Source: an optimization exercise on an open RTL-to-GDS flow (aim: small area, a short achievable clock period and few clock cycles). Production flows keep margins and buffers that such runs may drop.
Where RTL was checked, it was by simulation tests only, not by an equivalence proof against the original.
Power is estimated from default activity; no workload was simulated.

run 2:
==> flow/design.v <==
module lufft_rx (
    input  wire        clk,
    input  wire        rst,
    input  wire        start,
    input  wire [2:0]  mode,
    input  wire [15:0] len,
    input  wire [7:0]  ecmd,
    input  wire [7:0]  ever,
    output wire        idle,
    input  wire        in_valid,
    input  wire [7:0]  in_data,
    output wire        in_ready,
    output wire        pay_valid,
    output wire [7:0]  pay_data,
    output reg         ent_valid,
    output wire [63:0] ent_value,
    output wire        ent_recog,
    output wire [1:0]  ent_kind,
    output reg         done,
    output reg  [7:0]  res_err,
    output wire [7:0]  res_len,
    output wire [63:0] res_value,
    output wire        res_recog,
    output wire [1:0]  res_kind
);
    function [15:0] crc_step(input [15:0] c, input [7:0] b);
        integer i;
        reg [15:0] r;
        reg [7:0]  d;
        begin
            r = c;
            d = b;
            for (i = 0; i < 8; i = i + 1) begin
                if (r[0] ^ d[0]) r = (r >> 1) ^ 16'h8408;
                else             r = r >> 1;
                d = d >> 1;
            end
            crc_step = r;
        end
    endfunction
    reg        idle_r;        
    reg        rdy;           
    reg        first;         
    reg        rep;           
    reg [2:0]  md;
    reg [7:0]  x_cmd, x_ver;
    reg        lerr;
    reg [15:0] rem;           
    reg [7:0]  iq;            
    reg        iv;
    reg        f0q;           
    reg        c_lt2;         
    reg        c_neg;         
    reg        c_z;           
    reg        c_le7;         
    reg [2:0]  hidx;          
    reg [39:0] hb;            
    reg [2:0]  dd;            
    reg        pre;           
    reg [3:0]  pos;           
    reg        hdone;         
    reg [15:0] crc;
    reg [2:0]  ecode;         
    reg [7:0]  plen;          
    reg        pshort;        
    reg [8:0]  mk;            
    reg        pwin;          
    reg        ine, ebeg;     
    reg [7:0]  erem;          
    reg [7:0]  m_left;        
    reg        sgn;
    reg        recog;
    reg [1:0]  kind;
    reg [63:0] val;
    wire act  = ~idle_r;
    wire acc  = start & idle_r;
    wire xfer = in_valid & rdy & act;
    wire rem1 = (rem == 16'd1);
    wire ill  = md[2] & (md[1] | md[0]);
    wire nod  = (rem == 16'd0);        
    wire done_d = act & ((xfer & rem1) | (first & (ill | nod)));
    assign idle     = idle_r;
    assign in_ready = rdy;
    wire nv   = iv & act & ~rep;
    wire h6   = nv & (hidx == 3'd6);
    wire       remhi = |rem[15:9];
    wire [8:0] r6    = rem[8:0] - 9'd6;
    wire [8:0] r13   = rem[8:0] - 9'd13;
    wire [8:0] din9  = {1'b0, in_data};
    wire       s_neg = !remhi && (din9 > r6);
    wire       s_z   = !remhi && (din9 == r6);
    wire       s_le7 = !remhi && ((rem[8:0] < 9'd13) || (din9 >= r13));
    wire       lerr6 = c_lt2 || c_neg || lerr;    
    wire       d_z   = c_z;
    wire       d_sm  = c_le7 && !c_z;     
    wire       d_big = !c_le7;
    wire       rst_f = h6 && !d_z;       
    wire [8:0] f0pos = {1'b0, plen} + 9'd14;
    wire       f0in  = (hidx == 3'd7) && !remhi && (rem[8:0] == f0pos);
    wire       f0hit = pre && f0q;
    wire       rp_on = rep && (dd == 3'd0);
    wire [7:0] pb    = rep ? ((hidx == 3'd6) ? plen + 8'd2 : hb[7:0]) : iq;
    wire       fp    = (nv && (!pre || f0hit)) || rp_on;
    wire       pp    = iv && pwin;      
    wire rem4    = (rem == 16'd4);
    wire        crc_en = fp && (rem != 16'd0);
    wire [15:0] crc_s  = crc_step(crc, pb);
    wire        crc_ok = (nv && rem1) ? (crc[15:8] == 8'd0 && iq == crc[7:0])
                                      : (crc == 16'd0);
    reg        hbad;
    reg [2:0]  hcode;
    always @(*) begin
        hbad  = 1'b0;
        hcode = 3'd0;
        case ({hdone, pos})
            5'd0: begin hbad = (pb != 8'h01); hcode = 3'd2; end
            5'd1: begin hbad = (pb != 8'h10); hcode = 3'd3; end
            5'd7: begin hbad = (pb != 8'h02); hcode = 3'd4; end
            5'd8: begin hbad = (pb != x_cmd); hcode = 3'd5; end
            5'd9: begin hbad = (pb != x_ver); hcode = 3'd6; end
            default: ;
        endcase
    end
    wire m1 = (md == 3'd1), m2 = (md == 3'd2), m3 = (md == 3'd3), m4 = (md == 3'd4);
    wire known = (iq[7:3] == 5'b00010);
    reg [7:0] wp1;    
    always @(*) begin
        case (iq[2:0])
            3'd0, 3'd1:       wp1 = 8'd2;
            3'd2, 3'd3:       wp1 = 8'd3;
            3'd4, 3'd5, 3'd6: wp1 = 8'd5;
            default:          wp1 = 8'd9;
        endcase
    end
    wire tg    = pp && (pos == 4'd2) && ine;
    wire sbyte = pp && m2 && ebeg && (m_left != 8'd0);
    wire eend  = pp && ine && (erem == 8'd1);
    wire tagbad = known && (erem != wp1);
    wire perr  = (sbyte && (iq < 8'd2)) || (tg && tagbad);
    wire       inv   = (pos >= 4'd3) && (pos <= 4'd10);
    wire       vw    = pp && inv && ((ine && recog) ||
                                     (m3 && pos == 4'd3) || (m4 && pos <= 4'd5));
    wire [2:0] vj    = pos[2:0] - 3'd3;
    wire       fill  = vw && sgn && iq[7];
    wire       vclr  = tg && !known;
    integer k;
    always @(posedge clk) begin
        ent_valid <= 1'b0;
        done      <= done_d;
        first     <= 1'b0;
        if (rdy) begin
            iq  <= in_data;
            iv  <= in_valid & act;
        end
        f0q   <= f0in;
        c_lt2 <= (in_data < 8'd2);
        c_neg <= s_neg;
        c_z   <= s_z;
        c_le7 <= s_le7;
        if (xfer) rem <= rem - 16'd1;
        if (nv && hidx != 3'd7) hidx <= hidx + 3'd1;
        if (nv && hidx != 3'd0 && hidx < 3'd6) hb <= {iq, hb[39:8]};
        if (fp && !hdone) pos <= pos + 4'd1;
        if (crc_en) crc <= crc_s;
        if (fp && ecode == 3'd0 && hbad) ecode <= hcode;
        if (perr && ecode == 3'd0) ecode <= 3'd7;
        if (nv && mk != 9'd0) begin
            mk <= mk - 9'd1;
            if (mk == 9'd1 && iq != 8'h03) lerr <= 1'b1;
        end
        if (f0hit && nv) pre <= 1'b0;
        if (h6) begin
            plen <= iq - 8'd2;
            dd   <= rem[2:0] - iq[2:0] - 3'd6;      
            mk   <= {1'b0, iq} + 9'd2;
            case (md)
                3'd1:       pshort <= (iq < 8'd5);
                3'd2, 3'd3: pshort <= (iq < 8'd4);
                3'd4:       pshort <= (iq < 8'd6);
                default:    pshort <= 1'b0;
            endcase
            if (lerr6) lerr <= 1'b1;
            if (rst_f) begin
                pos   <= 4'd0;
                crc   <= 16'hFFFF;
                ecode <= 3'd0;
            end
            if (!lerr6 && d_sm) begin
                rep  <= 1'b1;
                rdy  <= 1'b0;
                hidx <= 3'd1;
            end
            if (!lerr6 && d_big) pre <= 1'b1;
        end
        if (rep) begin
            if (dd != 3'd0) dd <= dd - 3'd1;
            hb   <= {iq, hb[39:8]};
            hidx <= hidx + 3'd1;
            if (hidx == 3'd6) begin
                rep  <= 1'b0;
                rdy  <= 1'b1;
                hidx <= 3'd7;
            end
        end
        if (fp && !hdone && pos == 4'd9) begin
            hdone <= 1'b1;
            pwin <= (plen != 8'd0);
            pos   <= (m3 || m4) ? 4'd2 : 4'd0;
            ine  <= m1;
            erem <= plen;
            ebeg <= 1'b0;
            sgn  <= 1'b0;
        end
        if (pp) begin
            if (rem4) pwin <= 1'b0;
            if (pos != 4'd15) pos <= pos + 4'd1;
            if (m2 && !ine && !ebeg && pos == 4'd1) begin
                m_left <= iq;
                ebeg   <= 1'b1;
            end
            if (sbyte) begin
                erem <= iq;
                pos   <= 4'd1;
                ine  <= 1'b1;
                ebeg <= 1'b0;
            end
            if (ine) erem <= erem - 8'd1;
            if (eend) begin
                ine       <= 1'b0;
                ent_valid <= m2;
                ebeg      <= 1'b1;
                m_left    <= m_left - 8'd1;
            end
        end
        if (tg) begin
            recog <= known;
            kind  <= (iq == 8'h16) ? 2'd1 : (iq == 8'h17) ? 2'd2 : 2'd0;
            sgn   <= known && iq[0] && !(iq[2] && iq[1]);
        end
        for (k = 0; k < 8; k = k + 1) begin
            if (vclr || (vw && vj <= k))
                val[k*8 +: 8] <= (vw && vj == k) ? iq : {8{fill}};
        end
        if (ill)                    res_err <= 8'h30;
        else if (nod)               res_err <= 8'h01;
        else if (lerr)              res_err <= 8'h10;
        else if (!crc_ok)           res_err <= 8'h11;
        else if (ecode != 3'd0)     res_err <= {5'b00010, ecode};
        else if (pshort || (m2 && m_left != 8'd0)) res_err <= 8'h17;
        else                        res_err <= 8'h00;
        if (acc) begin
            idle_r <= 1'b0;
            first  <= 1'b1;
            md     <= mode;
            x_cmd  <= ecmd;
            x_ver  <= ever;
            rem    <= len;
            lerr   <= (len < 16'd14);
            hidx   <= 3'd0;
            pos    <= 4'd0;
            hdone  <= 1'b0;
            pre    <= 1'b0;
            crc    <= 16'hFFFF;
            ecode  <= 3'd0;
            mk     <= 9'd0;
            pwin   <= 1'b0;
        end
        if (done_d) idle_r <= 1'b1;
        if (rst) begin
            idle_r    <= 1'b1;
            rdy       <= 1'b1;
            rep       <= 1'b0;
            first     <= 1'b0;
            done      <= 1'b0;
            ent_valid <= 1'b0;
            iv        <= 1'b0;
        end
    end
    assign pay_valid = iv & pwin;
    assign pay_data  = iq;
    assign ent_value = val;
    assign ent_recog = recog;
    assign ent_kind  = kind;
    assign res_len   = plen;
    assign res_value = val;
    assign res_recog = recog;
    assign res_kind  = kind;
endmodule
==> flow/config.mk <==
export PLATFORM = sky130hd
export DESIGN_NAME = lufft_rx
export DESIGN_NICKNAME = lufft_rx
export VERILOG_FILES = /design/flow/design.v
export SDC_FILE = /design/flow/constraint.sdc
export NUM_CORES = 4
export LEC_CHECK = 0
export CAP_MARGIN = 20
export CORE_MARGIN = 2
export CORE_UTILIZATION = 60
export SETUP_SLACK_MARGIN = 5
export SLEW_MARGIN = 20
==> flow/constraint.sdc <==
create_clock -name core_clock -period 8.5 [get_ports {clk}]
set_input_delay 1.7000 -clock core_clock [delete_from_list [all_inputs] [get_ports {clk}]]
set_output_delay 1.7000 -clock core_clock [all_outputs]
set_load 0.01 [all_outputs]
standard.sh (not shown) runs the stock make flow with config.mk's settings and CLKGATE_MAP_FILE= SYNTH_SCRIPT=/design/flow/synth_recipe.tcl, a recipe that flattens the netlist after the stock synthesis.
==> flow/flow/run.sh <==
#!/bin/bash
set -euo pipefail
bash standard.sh BUFFER_PORTS_ARGS="-buffer_cell sky130_fd_sc_hd__buf_1" SETUP_SLACK_MARGIN=5.5 finish > standard.log 2>&1
Every stage of the flow completed for run 2, and the final layout passed the timing, design-rule and antenna checks.
Testbench counts of run 2, summed over its fixed seeds: cycles 15,909.
Inputs modified between run 2 and run 4:
diff --git a/flow/design.v b/flow/design.v
--- a/flow/design.v
+++ b/flow/design.v
@@ -100,14 +100,13 @@
     wire       f0hit = pre && f0q;
     wire       rp_on = rep && (dd == 3'd0);
     wire [7:0] pb    = rep ? ((hidx == 3'd6) ? plen + 8'd2 : hb[7:0]) : iq;
     wire       fp    = (nv && (!pre || f0hit)) || rp_on;
-    wire       pp    = iv && pwin;      
+    wire       pp    = fp && pwin;
     wire rem4    = (rem == 16'd4);
     wire        crc_en = fp && (rem != 16'd0);
     wire [15:0] crc_s  = crc_step(crc, pb);
-    wire        crc_ok = (nv && rem1) ? (crc[15:8] == 8'd0 && iq == crc[7:0])
-                                      : (crc == 16'd0);
+    wire        crc_ok = crc_en ? (crc_s == 16'd0) : (crc == 16'd0);
     reg        hbad;
     reg [2:0]  hcode;
     always @(*) begin
         hbad  = 1'b0;
@@ -121,12 +120,12 @@
             default: ;
         endcase
     end
     wire m1 = (md == 3'd1), m2 = (md == 3'd2), m3 = (md == 3'd3), m4 = (md == 3'd4);
-    wire known = (iq[7:3] == 5'b00010);
+    wire known = (pb[7:3] == 5'b00010);
     reg [7:0] wp1;    
     always @(*) begin
-        case (iq[2:0])
+        case (pb[2:0])
             3'd0, 3'd1:       wp1 = 8'd2;
             3'd2, 3'd3:       wp1 = 8'd3;
             3'd4, 3'd5, 3'd6: wp1 = 8'd5;
             default:          wp1 = 8'd9;
@@ -135,14 +134,14 @@
     wire tg    = pp && (pos == 4'd2) && ine;
     wire sbyte = pp && m2 && ebeg && (m_left != 8'd0);
     wire eend  = pp && ine && (erem == 8'd1);
     wire tagbad = known && (erem != wp1);
-    wire perr  = (sbyte && (iq < 8'd2)) || (tg && tagbad);
+    wire perr  = (sbyte && (pb < 8'd2)) || (tg && tagbad);
     wire       inv   = (pos >= 4'd3) && (pos <= 4'd10);
     wire       vw    = pp && inv && ((ine && recog) ||
                                      (m3 && pos == 4'd3) || (m4 && pos <= 4'd5));
     wire [2:0] vj    = pos[2:0] - 3'd3;
-    wire       fill  = vw && sgn && iq[7];
+    wire       fill  = vw && sgn && pb[7];
     wire       vclr  = tg && !known;
     integer k;
     always @(posedge clk) begin
         ent_valid <= 1'b0;
@@ -214,13 +213,13 @@
         if (pp) begin
             if (rem4) pwin <= 1'b0;
             if (pos != 4'd15) pos <= pos + 4'd1;
             if (m2 && !ine && !ebeg && pos == 4'd1) begin
-                m_left <= iq;
+                m_left <= pb;
                 ebeg   <= 1'b1;
             end
             if (sbyte) begin
-                erem <= iq;
+                erem <= pb;
                 pos   <= 4'd1;
                 ine  <= 1'b1;
                 ebeg <= 1'b0;
             end
@@ -233,14 +232,14 @@
             end
         end
         if (tg) begin
             recog <= known;
-            kind  <= (iq == 8'h16) ? 2'd1 : (iq == 8'h17) ? 2'd2 : 2'd0;
-            sgn   <= known && iq[0] && !(iq[2] && iq[1]);
+            kind  <= (pb == 8'h16) ? 2'd1 : (pb == 8'h17) ? 2'd2 : 2'd0;
+            sgn   <= known && pb[0] && !(pb[2] && pb[1]);
         end
         for (k = 0; k < 8; k = k + 1) begin
             if (vclr || (vw && vj <= k))
-                val[k*8 +: 8] <= (vw && vj == k) ? iq : {8{fill}};
+                val[k*8 +: 8] <= (vw && vj == k) ? pb : {8{fill}};
         end
         if (ill)                    res_err <= 8'h30;
         else if (nod)               res_err <= 8'h01;
         else if (lerr)              res_err <= 8'h10;
Results
As of run 4, non-clock buffer count had risen by more than 10% compared to run 2.
Going from run 2 to run 4, gate count of the mapped netlist shrank by a few percent.
Side by side, relative contribution of the clock network to total power turned out higher in run 4 than in run 2.
Diff run 2 -> run 4: data-path buffer share of cell area in the final layout moved up; sequential fraction of the synthesis area increased 1.8 points; count of non-filler cells in the finished layout up 9; final core utilization shows an increase of 3.8 points.
Run 4 vs run 2, initial cell density of the core went up by 0.17 points.
Going from run 2 to run 4, fraction of the cycle the final worst path needs shrinks by 0.34 points.
For run 4, only the layout was checked, not whether the RTL still works.

lane 5:
lufft_rx with an RTL version that a note above also has.
For scale: about 1200 cells after synthesis, ~240 flip-flops, ~210 I/O pins, about 0.012 mm2 of cells after synthesis.
clock: 8.5 ns
lec_check: 0
cap_margin: 20
core_margin: 2
core_utilization: 60
setup_slack_margin: 5
slew_margin: 20
==> flow/flow/run.sh <==
#!/bin/bash
# The standard ORFS flow, with the smallest buffer (buf_1) on the ports
# instead of the one buffer_ports picks by default.
set -euo pipefail
bash standard.sh BUFFER_PORTS_ARGS="-buffer_cell sky130_fd_sc_hd__buf_1" finish > standard.log 2>&1
Lane 5: all stages complete, timing, DRC and antenna checks passed
diff inputs: lane 5 => lane 4
--- a/flow/design.v
+++ b/flow/design.v
@@ -49,13 +49,14 @@
     reg [7:0]  iq;            
     reg        iv;
     reg        f0q;           
     reg        c_lt2;         
     reg        c_neg;         
     reg        c_z;           
-    reg        c_le7;         
+    reg        c_le6;         
+    reg        c_7;           
     reg [2:0]  hidx;          
     reg [39:0] hb;            
     reg [2:0]  dd;            
     reg        pre;           
     reg [3:0]  pos;           
     reg        hdone;         
@@ -81,22 +82,23 @@
     wire done_d = act & ((xfer & rem1) | (first & (ill | nod)));
     assign idle     = idle_r;
     assign in_ready = rdy;
     wire nv   = iv & act & ~rep;
     wire h6   = nv & (hidx == 3'd6);
     wire       remhi = |rem[15:9];
-    wire [8:0] r6    = rem[8:0] - 9'd6;
-    wire [8:0] r13   = rem[8:0] - 9'd13;
-    wire [8:0] din9  = {1'b0, in_data};
-    wire       s_neg = !remhi && (din9 > r6);
-    wire       s_z   = !remhi && (din9 == r6);
-    wire       s_le7 = !remhi && ((rem[8:0] < 9'd13) || (din9 >= r13));
+    wire [9:0] r6    = {1'b0, rem[8:0]} - 10'd6;
+    wire [9:0] sd    = r6 - {2'b0, in_data};
+    wire       s_neg = !remhi && sd[9];
+    wire       s_z   = !remhi && (sd == 10'd0);
+    wire       s_le6 = !remhi && (sd[9] || (sd[9:3] == 7'd0 && sd[2:0] != 3'd7));
+    wire       s_7   = !remhi && (sd == 10'd7);
     wire       lerr6 = c_lt2 || c_neg || lerr;    
     wire       d_z   = c_z;
-    wire       d_sm  = c_le7 && !c_z;     
-    wire       d_big = !c_le7;
+    wire       d_sm  = c_le6 && !c_z;
+    wire       d_7   = c_7;
+    wire       d_big = !c_le6 && !c_7;
     wire       rst_f = h6 && !d_z;       
     wire [8:0] f0pos = {1'b0, plen} + 9'd14;
     wire       f0in  = (hidx == 3'd7) && !remhi && (rem[8:0] == f0pos);
     wire       f0hit = pre && f0q;
     wire       rp_on = rep && (dd == 3'd0);
     wire [7:0] pb    = rep ? ((hidx == 3'd6) ? plen + 8'd2 : hb[7:0]) : iq;
@@ -147,18 +149,19 @@
         ent_valid <= 1'b0;
         done      <= done_d;
         first     <= 1'b0;
         if (rdy) begin
             iq  <= in_data;
             iv  <= in_valid & act;
-        end
-        f0q   <= f0in;
-        c_lt2 <= (in_data < 8'd2);
-        c_neg <= s_neg;
-        c_z   <= s_z;
-        c_le7 <= s_le7;
+            f0q <= f0in;
+            c_lt2 <= (in_data < 8'd2);
+            c_neg <= s_neg;
+            c_z   <= s_z;
+            c_le6 <= s_le6;
+            c_7   <= s_7;
+        end
         if (xfer) rem <= rem - 16'd1;
         if (nv && hidx != 3'd7) hidx <= hidx + 3'd1;
         if (nv && hidx != 3'd0 && hidx < 3'd6) hb <= {iq, hb[39:8]};
         if (fp && !hdone) pos <= pos + 4'd1;
         if (crc_en) crc <= crc_s;
         if (fp && ecode == 3'd0 && hbad) ecode <= hcode;
Between lane 5 and lane 4, total global routing track utilization increased. Share of the yosys chip area belonging to registers in lane 4 vs lane 5: down 0.76 points. Lane 4 went all the way through the flow, and no timing, DRC or antenna check failed. Lane 5 ended with every stage complete and zero timing, DRC or antenna violations. Per the comparison of lane 4 with lane 5, final net count moved up; minimum clock period moved up. Going from lane 5 to lane 4, power +about 8%, cell count after synthesis +25, post-CTS setup buffer count +5, switching share of power -0.93 points, final core area utilization +0.20 points. Delta (lane 4 minus lane 5): area of all placed cells without fillers now larger, final worst-path setup slack lost 0.30 ns, fraction of standard cell area in multi-input logic closely matched the old numbers, clock-buffer cell count lower.
Function was not checked in any run of this note: the RTL went through the layout flow alone.

==> re-timing with driven ports <==
In the flow no input, the clock included, has a driving cell. The finished layouts below were timed again as built, in two steps.
Step 1 (the two cells are an assumption about what drives the block):
set clk [get_ports {clk}]
set_driving_cell -lib_cell sky130_fd_sc_hd__clkbuf_16 $clk
set_driving_cell -lib_cell sky130_fd_sc_hd__buf_2 [delete_from_list [all_inputs] $clk]
Step 2 also shifts input and output timing later by t, the mid clock arrival at the registers, as if the neighbouring blocks saw the same clock.
a / b / c = ideal ports / drivers / drivers and shift; a / b = the first two.
run | t (ns) | setup WS [ns] | worst setup path at the end
run 2 | 0.577 | 5.474 / 5.424 / 5.239 | input to register
run 4 | 0.573 | 5.502 / 5.451 / 5.010 | input to register
lane 5 | 0.570 | 5.177 / 5.177 / 4.763 | input to register
lane 4 | 0.581 | 4.880 / 4.886 / 4.304 | input to register
After both steps every run listed still meets setup and hold. The setup slack of lane 4, which loses most, moves by +0.006 ns with the drivers and by -0.576 ns with both steps.
